What follows belongs to an exercise in optimizing a design on an open flow for small area; a production flow would make more cautious choices.
RTL that was checked went through simulation tests only; none was proved equivalent to the original.
Power and IR drop assume default switching activity.

==> flow/design.v <==
module dm_frame_reader (
    input  wire        clk,
    input  wire        rst,             
    input  wire        cmd_valid,
    output wire        cmd_ready,
    input  wire [31:0] cmd_timeout_ms,
    output wire        rx_req,
    input  wire        rx_valid,
    input  wire        rx_tmo,
    input  wire [7:0]  rx_data,
    input  wire        tick_ms,
    output wire        busy,
    output wire [2:0]  res_code,
    output wire        rd_valid,
    output wire [15:0] r0,
    output wire [15:0] r1,
    output wire [15:0] r2,
    output wire [15:0] r3,
    output wire [15:0] r4,
    output wire [15:0] r5,
    output wire [15:0] r6,
    output wire [15:0] r7,
    output wire [15:0] r8,
    output wire [15:0] r9,
    output wire [15:0] r10,
    output wire [15:0] r11
);
    localparam [2:0] RES_NONE        = 3'd0;
    localparam [2:0] RES_OK          = 3'd1;
    localparam [2:0] RES_TIMEOUT     = 3'd2;
    localparam [2:0] RES_UNSUPPORTED = 3'd3;
    localparam [2:0] RES_TRUNCATED   = 3'd4;
    localparam [2:0] RES_CSUM_BAD    = 3'd5;
    localparam [4:0] P_SEEK1 = 5'd4;
    localparam [4:0] P_SEEK2 = 5'd5;
    localparam [4:0] P_LENHI = 5'd6;
    localparam [4:0] P_LENLO = 5'd7;
    localparam [4:0] P_CKHI  = 5'd2;
    localparam [4:0] P_CKLO  = 5'd3;
    reg          act;        
    reg  [2:0]   result;
    reg  [4:0]   pos;
    reg  [12:0]  csum;       
    reg          flag;       
    reg          expd;       
    reg  [191:0] sr;         
    assign busy      = act;
    assign cmd_ready = ~act;
    assign rx_req    = act;
    assign res_code  = result;
    assign rd_valid  = (result == RES_OK);
    assign {r0, r1, r2, r3, r4, r5, r6, r7, r8, r9, r10, r11} = sr;
    wire        start  = ~act & cmd_valid;
    wire        sym    = act & rx_valid;
    wire        byte_v = sym & ~rx_tmo;
    wire        seek   = (pos[4:1] == 4'b0010);
    wire        seek2  = seek & pos[0];
    wire        shift  = byte_v & (pos[4] | pos[3]);
    wire        summed = ~(pos[4:3] == 2'b00 & (pos[2] ^ pos[1]));
    wire        is_42  = (rx_data == 8'h42);
    wire        is_4d  = (rx_data == 8'h4D);
    wire [31:0] rem     = sr[31:0];
    wire        rem_inf = &rem;
    wire        tick    = act & seek & tick_ms;
    wire [32:0] bz;                      
    assign bz[0] = 1'b1;
    wire        deadline = expd | (tick & bz[32]);
    reg  [2:0]  result_n;
    reg  [4:0]  pos_n;
    reg         act_n;
    always @(*) begin
        act_n    = act;
        result_n = result;
        pos_n    = pos;
        if (!act) begin
            if (cmd_valid) begin
                act_n    = 1'b1;
                result_n = RES_NONE;
                pos_n    = P_SEEK1;
            end
        end else if (sym) begin
            if (seek) begin
                if (seek2 && !rx_tmo && is_4d)
                    pos_n = P_LENHI;
                else if (deadline) begin
                    act_n    = 1'b0;
                    result_n = RES_TIMEOUT;
                end else if (!rx_tmo && is_42)
                    pos_n = P_SEEK2;
                else if (!rx_tmo)
                    pos_n = P_SEEK1;
            end else if (rx_tmo) begin
                act_n    = 1'b0;
                result_n = RES_TRUNCATED;
            end else if (pos == P_LENLO && !(flag && rx_data == 8'd28)) begin
                act_n    = 1'b0;
                result_n = RES_UNSUPPORTED;
            end else if (pos == P_CKLO) begin
                act_n    = 1'b0;
                result_n = (flag && rx_data == csum[7:0]) ? RES_OK : RES_CSUM_BAD;
            end else
                pos_n = pos + 5'd1;
        end
    end
    always @(posedge clk) begin
        if (rst) begin
            act    <= 1'b0;
            result <= RES_NONE;
        end else begin
            act    <= act_n;
            result <= result_n;
        end
        pos <= pos_n;
    end
    always @(posedge clk) begin
        if (byte_v) begin
            if (pos == P_LENHI)
                flag <= (rx_data == 8'd0);
            else if (pos == P_CKHI)
                flag <= (rx_data == {3'd0, csum[12:8]});
        end
    end
    always @(posedge clk) begin
        if (byte_v && seek2 && is_4d)
            csum <= 13'h8F;
        else if (byte_v && summed && !seek)
            csum <= csum + {5'd0, rx_data};
    end
    always @(posedge clk) begin
        if (!act)
            expd <= 1'b0;
        else if (tick && bz[32])
            expd <= 1'b1;
    end
    genvar g;
    generate
        for (g = 0; g < 32; g = g + 1) begin : g_rem
            assign bz[g+1] = bz[g] & ~rem[g];
            wire prev = (g < 8) ? rx_data[g % 8] : sr[(g < 8) ? 0 : g - 8];
            wire en   = start | shift | (tick & ~rem_inf & bz[g]);
            wire d    = start ? cmd_timeout_ms[g] : shift ? prev : ~rem[g];
            always @(posedge clk)
                if (en)
                    sr[g] <= d;
        end
    endgenerate
    always @(posedge clk) begin
        if (shift)
            sr[191:32] <= sr[183:24];
    end
endmodule
==> flow/config.mk <==
export PLATFORM = sky130hd
export DESIGN_NAME = dm_frame_reader
export DESIGN_NICKNAME = dm_frame_reader
export VERILOG_FILES = /design/flow/design.v
export SDC_FILE = /design/flow/constraint.sdc
export NUM_CORES = 4
export LEC_CHECK = 0
export CAP_MARGIN = 20
export CORE_MARGIN = 2
export CORE_UTILIZATION = 65
export SLEW_MARGIN = 20
==> flow/constraint.sdc <==
create_clock -name core_clock -period 10.0 [get_ports {clk}]
set_input_delay 2.0000 -clock core_clock [delete_from_list [all_inputs] [get_ports {clk}]]
set_output_delay 2.0000 -clock core_clock [all_outputs]
set_load 0.01 [all_outputs]
standard.sh (not shown) runs the stock make flow with config.mk's settings and CLKGATE_MAP_FILE= SYNTH_SCRIPT=/design/flow/synth_recipe.tcl, a recipe that flattens the netlist after the stock synthesis.
==> flow/flow/run.sh <==
#!/bin/bash
set -euo pipefail
bash standard.sh "BUFFER_PORTS_ARGS=-buffer_cell sky130_fd_sc_hd__buf_1" "CTS_ARGS=-sink_clustering_enable -repair_clock_nets -dont_use_dummy_load -buf_list sky130_fd_sc_hd__clkbuf_4 -sink_clustering_size 10 -sink_clustering_max_diameter 40" finish > flow_make.log 2>&1
Then changed:
--- a/flow/design.v
+++ b/flow/design.v
@@ -34,24 +34,26 @@
     localparam [4:0] P_SEEK1 = 5'd4;
     localparam [4:0] P_SEEK2 = 5'd5;
     localparam [4:0] P_LENHI = 5'd6;
     localparam [4:0] P_LENLO = 5'd7;
     localparam [4:0] P_CKHI  = 5'd2;
     localparam [4:0] P_CKLO  = 5'd3;
-    reg          act;        
-    reg  [2:0]   result;
+    reg  [2:0]   st;         
     reg  [4:0]   pos;
     reg  [12:0]  csum;       
     reg          flag;       
     reg          expd;       
     reg  [191:0] sr;         
+    localparam [2:0] ST_BUSY = 3'd7;
+    wire         act    = (st == ST_BUSY);
+    wire [2:0]   result = act ? RES_NONE : st;
     assign busy      = act;
     assign cmd_ready = ~act;
     assign rx_req    = act;
     assign res_code  = result;
-    assign rd_valid  = (result == RES_OK);
+    assign rd_valid  = (st == RES_OK);
     assign {r0, r1, r2, r3, r4, r5, r6, r7, r8, r9, r10, r11} = sr;
     wire        start  = ~act & cmd_valid;
     wire        sym    = act & rx_valid;
     wire        byte_v = sym & ~rx_tmo;
     wire        seek   = (pos[4:1] == 4'b0010);
     wire        seek2  = seek & pos[0];
@@ -62,57 +64,47 @@
     wire [31:0] rem     = sr[31:0];
     wire        rem_inf = &rem;
     wire        tick    = act & seek & tick_ms;
     wire [32:0] bz;                      
     assign bz[0] = 1'b1;
     wire        deadline = expd | (tick & bz[32]);
-    reg  [2:0]  result_n;
+    reg  [2:0]  st_n;
     reg  [4:0]  pos_n;
-    reg         act_n;
     always @(*) begin
-        act_n    = act;
-        result_n = result;
+        st_n     = st;
         pos_n    = pos;
         if (!act) begin
             if (cmd_valid) begin
-                act_n    = 1'b1;
-                result_n = RES_NONE;
+                st_n     = ST_BUSY;
                 pos_n    = P_SEEK1;
             end
         end else if (sym) begin
             if (seek) begin
                 if (seek2 && !rx_tmo && is_4d)
                     pos_n = P_LENHI;
                 else if (deadline) begin
-                    act_n    = 1'b0;
-                    result_n = RES_TIMEOUT;
+                    st_n     = RES_TIMEOUT;
                 end else if (!rx_tmo && is_42)
                     pos_n = P_SEEK2;
                 else if (!rx_tmo)
                     pos_n = P_SEEK1;
             end else if (rx_tmo) begin
-                act_n    = 1'b0;
-                result_n = RES_TRUNCATED;
+                st_n     = RES_TRUNCATED;
             end else if (pos == P_LENLO && !(flag && rx_data == 8'd28)) begin
-                act_n    = 1'b0;
-                result_n = RES_UNSUPPORTED;
+                st_n     = RES_UNSUPPORTED;
             end else if (pos == P_CKLO) begin
-                act_n    = 1'b0;
-                result_n = (flag && rx_data == csum[7:0]) ? RES_OK : RES_CSUM_BAD;
+                st_n     = (flag && rx_data == csum[7:0]) ? RES_OK : RES_CSUM_BAD;
             end else
                 pos_n = pos + 5'd1;
         end
     end
     always @(posedge clk) begin
-        if (rst) begin
-            act    <= 1'b0;
-            result <= RES_NONE;
-        end else begin
-            act    <= act_n;
-            result <= result_n;
-        end
+        if (rst)
+            st <= RES_NONE;
+        else
+            st <= st_n;
         pos <= pos_n;
     end
     always @(posedge clk) begin
         if (byte_v) begin
             if (pos == P_LENHI)
                 flag <= (rx_data == 8'd0);
Cell area came out higher by 0.31%.
Via count hardly moves.
Worst setup slack got worse by 180 ps.
Register-to-register slack stays flat.
Area after synthesis came out higher by 0.65%.
Worst hold slack improved by 5.5 ps.
Total power came out lower by 11%.
Synthesized cell count came out higher by 1.3%.
Final cell count came out higher by 0.41%.
Wire length came out lower by 0.58%.
Function not checked in the second run of this note: the RTL went through the layout flow alone.

* * *

## JK
Another version of the RTL of dm_frame_reader (not shown whole).
For scale: roughly 570 cells after synthesis, roughly 220 flip-flops, roughly 250 I/O pins, roughly 8500 µm² of cells after synthesis.
// dm_frame_reader
module dm_frame_reader (
    input  wire        clk,
    input  wire        rst,             
    input  wire        cmd_valid,
    output wire        cmd_ready,
    input  wire [31:0] cmd_timeout_ms,
    output wire        rx_req,
    input  wire        rx_valid,
    input  wire        rx_tmo,
    input  wire [7:0]  rx_data,
    input  wire        tick_ms,
    output wire        busy,
    output wire [2:0]  res_code,
    output wire        rd_valid,
    output wire [15:0] r0,
    output wire [15:0] r1,
    output wire [15:0] r2,
    output wire [15:0] r3,
    output wire [15:0] r4,
    output wire [15:0] r5,
    output wire [15:0] r6,
    output wire [15:0] r7,
    output wire [15:0] r8,
    output wire [15:0] r9,
    output wire [15:0] r10,
    output wire [15:0] r11
);
    localparam [2:0] RES_NONE        = 3'd0;
    localparam [2:0] RES_OK          = 3'd1;
    localparam [2:0] RES_TIMEOUT     = 3'd2;
    localparam [2:0] RES_UNSUPPORTED = 3'd3;
    localparam [2:0] RES_TRUNCATED   = 3'd4;
    localparam [2:0] RES_CSUM_BAD    = 3'd5;
    localparam [4:0] P_SEEK1 = 5'd4;
    localparam [4:0] P_SEEK2 = 5'd5;
    localparam [4:0] P_LENHI = 5'd6;
    localparam [4:0] P_LENLO = 5'd7;
    localparam [4:0] P_CKHI  = 5'd2;
    localparam [4:0] P_CKLO  = 5'd3;
    reg          act;        
    reg  [2:0]   result;
    reg  [4:0]   pos;
    reg  [12:0]  csum;       
    reg          aux;        
    wire         expd = aux;
    wire         flag = aux;
    reg  [191:0] sr;         
    assign busy      = act;
    assign cmd_ready = ~act;
    assign rx_req    = act;
    assign res_code  = result;
    assign rd_valid  = (result == RES_OK);
    assign {r0, r1, r2, r3, r4, r5, r6, r7, r8, r9, r10, r11} = sr;
    wire        start  = ~act & cmd_valid;
    wire        sym    = act & rx_valid;
    wire        byte_v = sym & ~rx_tmo;
    wire        seek   = (pos[4:1] == 4'b0010);
    wire        seek2  = seek & pos[0];
    wire        shift  = byte_v & (pos[4] | pos[3]);
    wire        summed = ~(pos[4:3] == 2'b00 & (pos[2] ^ pos[1]));
    wire        is_42  = (rx_data == 8'h42);
    wire        is_4d  = (rx_data == 8'h4D);
    wire [31:0] rem     = sr[31:0];
    wire        rem_inf = &rem;
  ...
==> module dm_frame_reader, before the edit <==
module dm_frame_reader (
    input  wire        clk,
    input  wire        rst,             
    input  wire        cmd_valid,
    output wire        cmd_ready,
    input  wire [31:0] cmd_timeout_ms,
    output wire        rx_req,
    input  wire        rx_valid,
    input  wire        rx_tmo,
    input  wire [7:0]  rx_data,
    input  wire        tick_ms,
    output wire        busy,
    output wire [2:0]  res_code,
    output wire        rd_valid,
    output wire [15:0] r0,
    output wire [15:0] r1,
    output wire [15:0] r2,
    output wire [15:0] r3,
    output wire [15:0] r4,
    output wire [15:0] r5,
    output wire [15:0] r6,
    output wire [15:0] r7,
    output wire [15:0] r8,
    output wire [15:0] r9,
    output wire [15:0] r10,
    output wire [15:0] r11
);
    localparam [2:0] RES_NONE        = 3'd0;
    localparam [2:0] RES_OK          = 3'd1;
    localparam [2:0] RES_TIMEOUT     = 3'd2;
    localparam [2:0] RES_UNSUPPORTED = 3'd3;
    localparam [2:0] RES_TRUNCATED   = 3'd4;
    localparam [2:0] RES_CSUM_BAD    = 3'd5;
    localparam [4:0] P_SEEK1 = 5'd4;
    localparam [4:0] P_SEEK2 = 5'd5;
    localparam [4:0] P_LENHI = 5'd6;
    localparam [4:0] P_LENLO = 5'd7;
    localparam [4:0] P_CKHI  = 5'd2;
    localparam [4:0] P_CKLO  = 5'd3;
    reg          act;        
    reg  [2:0]   result;
    reg  [4:0]   pos;
    reg  [12:0]  csum;       
    reg          aux;        
    wire         expd = aux;
    wire         flag = aux;
    reg  [191:0] sr;         
    assign busy      = act;
    assign cmd_ready = ~act;
    assign rx_req    = act;
    assign res_code  = result;
    assign rd_valid  = (result == RES_OK);
    assign {r0, r1, r2, r3, r4, r5, r6, r7, r8, r9, r10, r11} = sr;
    wire        start  = ~act & cmd_valid;
    wire        sym    = act & rx_valid;
    wire        byte_v = sym & ~rx_tmo;
    wire        seek   = (pos[4:1] == 4'b0010);
    wire        seek2  = seek & pos[0];
    wire        shift  = byte_v & (pos[4] | pos[3]);
    wire        summed = ~(pos[4:3] == 2'b00 & (pos[2] ^ pos[1]));
    wire        is_42  = (rx_data == 8'h42);
    wire        is_4d  = (rx_data == 8'h4D);
    wire [31:0] rem     = sr[31:0];
    wire        rem_inf = &rem;
    wire        tick    = act & seek & tick_ms;
    wire [32:0] bz;                      
    assign bz[0] = 1'b1;
    wire        deadline = expd | (tick & bz[32]);
    reg  [2:0]  result_n;
    reg  [4:0]  pos_n;
    reg         act_n;
    always @(*) begin
        act_n    = act;
        result_n = result;
        pos_n    = pos;
        if (!act) begin
            if (cmd_valid) begin
                act_n    = 1'b1;
                result_n = RES_NONE;
                pos_n    = P_SEEK1;
            end
        end else if (sym) begin
            if (seek) begin
                if (seek2 && !rx_tmo && is_4d)
                    pos_n = P_LENHI;
                else if (deadline) begin
                    act_n    = 1'b0;
                    result_n = RES_TIMEOUT;
                end else if (!rx_tmo && is_42)
                    pos_n = P_SEEK2;
                else if (!rx_tmo)
                    pos_n = P_SEEK1;
            end else if (rx_tmo) begin
                act_n    = 1'b0;
                result_n = RES_TRUNCATED;
            end else if (pos == P_LENLO && !(flag && rx_data == 8'd28)) begin
                act_n    = 1'b0;
                result_n = RES_UNSUPPORTED;
            end else if (pos == P_CKLO) begin
                act_n    = 1'b0;
                result_n = (flag && rx_data == csum[7:0]) ? RES_OK : RES_CSUM_BAD;
            end else
                pos_n = pos + 5'd1;
        end
    end
    always @(posedge clk) begin
        if (rst) begin
            act    <= 1'b0;
            result <= RES_NONE;
        end else begin
            act    <= act_n;
            result <= result_n;
        end
        pos <= pos_n;
    end
    always @(posedge clk) begin
        if (!act)
            aux <= 1'b0;
        else if (tick && bz[32])
            aux <= 1'b1;
        else if (byte_v && pos == P_LENHI)
            aux <= (rx_data == 8'd0);
        else if (byte_v && pos == P_CKHI)
            aux <= (rx_data == {3'd0, csum[12:8]});
    end
    always @(posedge clk) begin
        if (byte_v && seek2 && is_4d)
            csum <= 13'h8F;
        else if (byte_v && summed && !seek)
            csum <= csum + {5'd0, rx_data};
    end
    genvar g;
    generate
        for (g = 0; g < 32; g = g + 1) begin : g_rem
            assign bz[g+1] = bz[g] & ~rem[g];
            wire prev = (g < 8) ? rx_data[g % 8] : sr[(g < 8) ? 0 : g - 8];
            wire en   = start | shift | (tick & ~rem_inf & bz[g]);
            wire d    = start ? cmd_timeout_ms[g] : shift ? prev : ~rem[g];
            always @(posedge clk)
                if (en)
                    sr[g] <= d;
        end
    endgenerate
    always @(posedge clk) begin
        if (shift)
            sr[191:32] <= sr[183:24];
    end
endmodule
==> flow/config.mk <==
export PLATFORM = sky130hd
export DESIGN_NAME = dm_frame_reader
export DESIGN_NICKNAME = dm_frame_reader
export VERILOG_FILES = /design/flow/design.v
export SDC_FILE = /design/flow/constraint.sdc
export NUM_CORES = 4
export LEC_CHECK = 0
export CAP_MARGIN = 20
export CORE_MARGIN = 2
export CORE_UTILIZATION = 65
export SLEW_MARGIN = 20
==> flow/constraint.sdc <==
create_clock -name core_clock -period 10.0 [get_ports {clk}]
set_input_delay 2.0000 -clock core_clock [delete_from_list [all_inputs] [get_ports {clk}]]
set_output_delay 2.0000 -clock core_clock [all_outputs]
set_load 0.01 [all_outputs]
Scripts as last shown in full above: flow/flow/run.sh
What MS does differently from JK at the input level:
diff --git a/flow/design.v b/flow/design.v
--- a/flow/design.v
+++ b/flow/design.v
@@ -39,13 +39,12 @@
     localparam [4:0] P_CKLO  = 5'd3;
     reg          act;        
     reg  [2:0]   result;
     reg  [4:0]   pos;
     reg  [12:0]  csum;       
-    reg          aux;        
-    wire         expd = aux;
-    wire         flag = aux;
+    reg          flag;       
+    reg          expd;       
     reg  [191:0] sr;         
     assign busy      = act;
     assign cmd_ready = ~act;
     assign rx_req    = act;
     assign res_code  = result;
@@ -112,24 +111,39 @@
             result <= result_n;
         end
         pos <= pos_n;
     end
     always @(posedge clk) begin
-        if (!act)
-            aux <= 1'b0;
-        else if (tick && bz[32])
-            aux <= 1'b1;
-        else if (byte_v && pos == P_LENHI)
-            aux <= (rx_data == 8'd0);
-        else if (byte_v && pos == P_CKHI)
-            aux <= (rx_data == {3'd0, csum[12:8]});
+        if (byte_v) begin
+            if (pos == P_LENHI)
+                flag <= (rx_data == 8'd0);
+            else if (pos == P_CKHI)
+                flag <= (rx_data == {3'd0, csum[12:8]});
+        end
     end
+    wire [13:0] cs_c;
+    wire [12:0] cs_s;
+    assign cs_c[0] = 1'b0;
+    genvar k;
+    generate
+        for (k = 0; k < 13; k = k + 1) begin : g_cs
+            wire b = (k < 8) ? rx_data[k % 8] : 1'b0;
+            assign cs_s[k]   = csum[k] ^ b ^ cs_c[k];
+            assign cs_c[k+1] = (csum[k] & b) | (csum[k] & cs_c[k]) | (b & cs_c[k]);
+        end
+    endgenerate
     always @(posedge clk) begin
         if (byte_v && seek2 && is_4d)
             csum <= 13'h8F;
-        else if (byte_v && summed && !seek)
-            csum <= csum + {5'd0, rx_data};
+        else if (byte_v && summed)
+            csum <= cs_s;
+    end
+    always @(posedge clk) begin
+        if (!act)
+            expd <= 1'b0;
+        else if (tick && bz[32])
+            expd <= 1'b1;
     end
     genvar g;
     generate
         for (g = 0; g < 32; g = g + 1) begin : g_rem
             assign bz[g+1] = bz[g] & ~rem[g];
Notes after the runs:
- Of the two values seen for worst setup path endpoint, sr[161] was produced by JK and csum[12] by MS.
- Of JK and MS, JK shows the higher count of clock-buffer cells in the layout, with MS below it.
- Arrival time of data at the critical path endpoint: JK and MS compared, higher one is MS
- Re signed area change from the synthesized netlist to the final layout: MS is 0.24 points down on JK.
- As far as remaining antenna violation count goes, JK and MS are indistinguishable; the numbers are identical.
- Number of nets in the finished design shrinks slightly when moving from JK to MS.
- Design area, JK and MS: smaller value in MS
- Number of synthesized register bits was lower in JK than in MS.
No functional check of the RTL was part of any run of this note.

## what the ideal ports hide
The results above use ideal ports. As a check the final layouts listed here were re-extracted and re-timed, cells and wires unchanged. Step 1 sets driving cells, clkbuf_16 on the clock port and buf_2 on the other inputs (assumed; they add their load-dependent delay and slew). Step 2 moves the port delays by t, midway between the first and last clock arrival at a register: inputs arrive t later, outputs are due t later. That takes back most of the time a late clock gives input paths. a / b / c = ideal ports / drivers / drivers and shift; a / b = the first two.
| run | t, ns | slack for setup (ns) | worst hold slack (ns) | worst setup path after step 2 | worst slew at a driven data input, ns |
|---|---|---|---|---|---|
| the first run of note 1 | 0.641 | 6.012 / 6.023 / 5.382 | 0.418 / 0.418 / 0.418 | input to register | 0.05 |
| the second run of note 1 | 0.651 | 5.828 / 5.794 / 5.434 | 0.423 / 0.423 / 0.423 | input to register | 0.05 |
| JK | 0.637 | 5.798 / 5.794 / 5.156 | 0.394 / 0.394 / 0.394 | input to register | 0.05 |
| MS | 0.635 | 4.493 / 4.507 / 3.872 | 0.420 / 0.420 / 0.420 | input to register | 0.05 |
After both steps every run listed still meets setup and hold. For JK, which loses most, drivers alone change the setup slack by -0.004 ns; drivers and shift together by -0.642 ns.
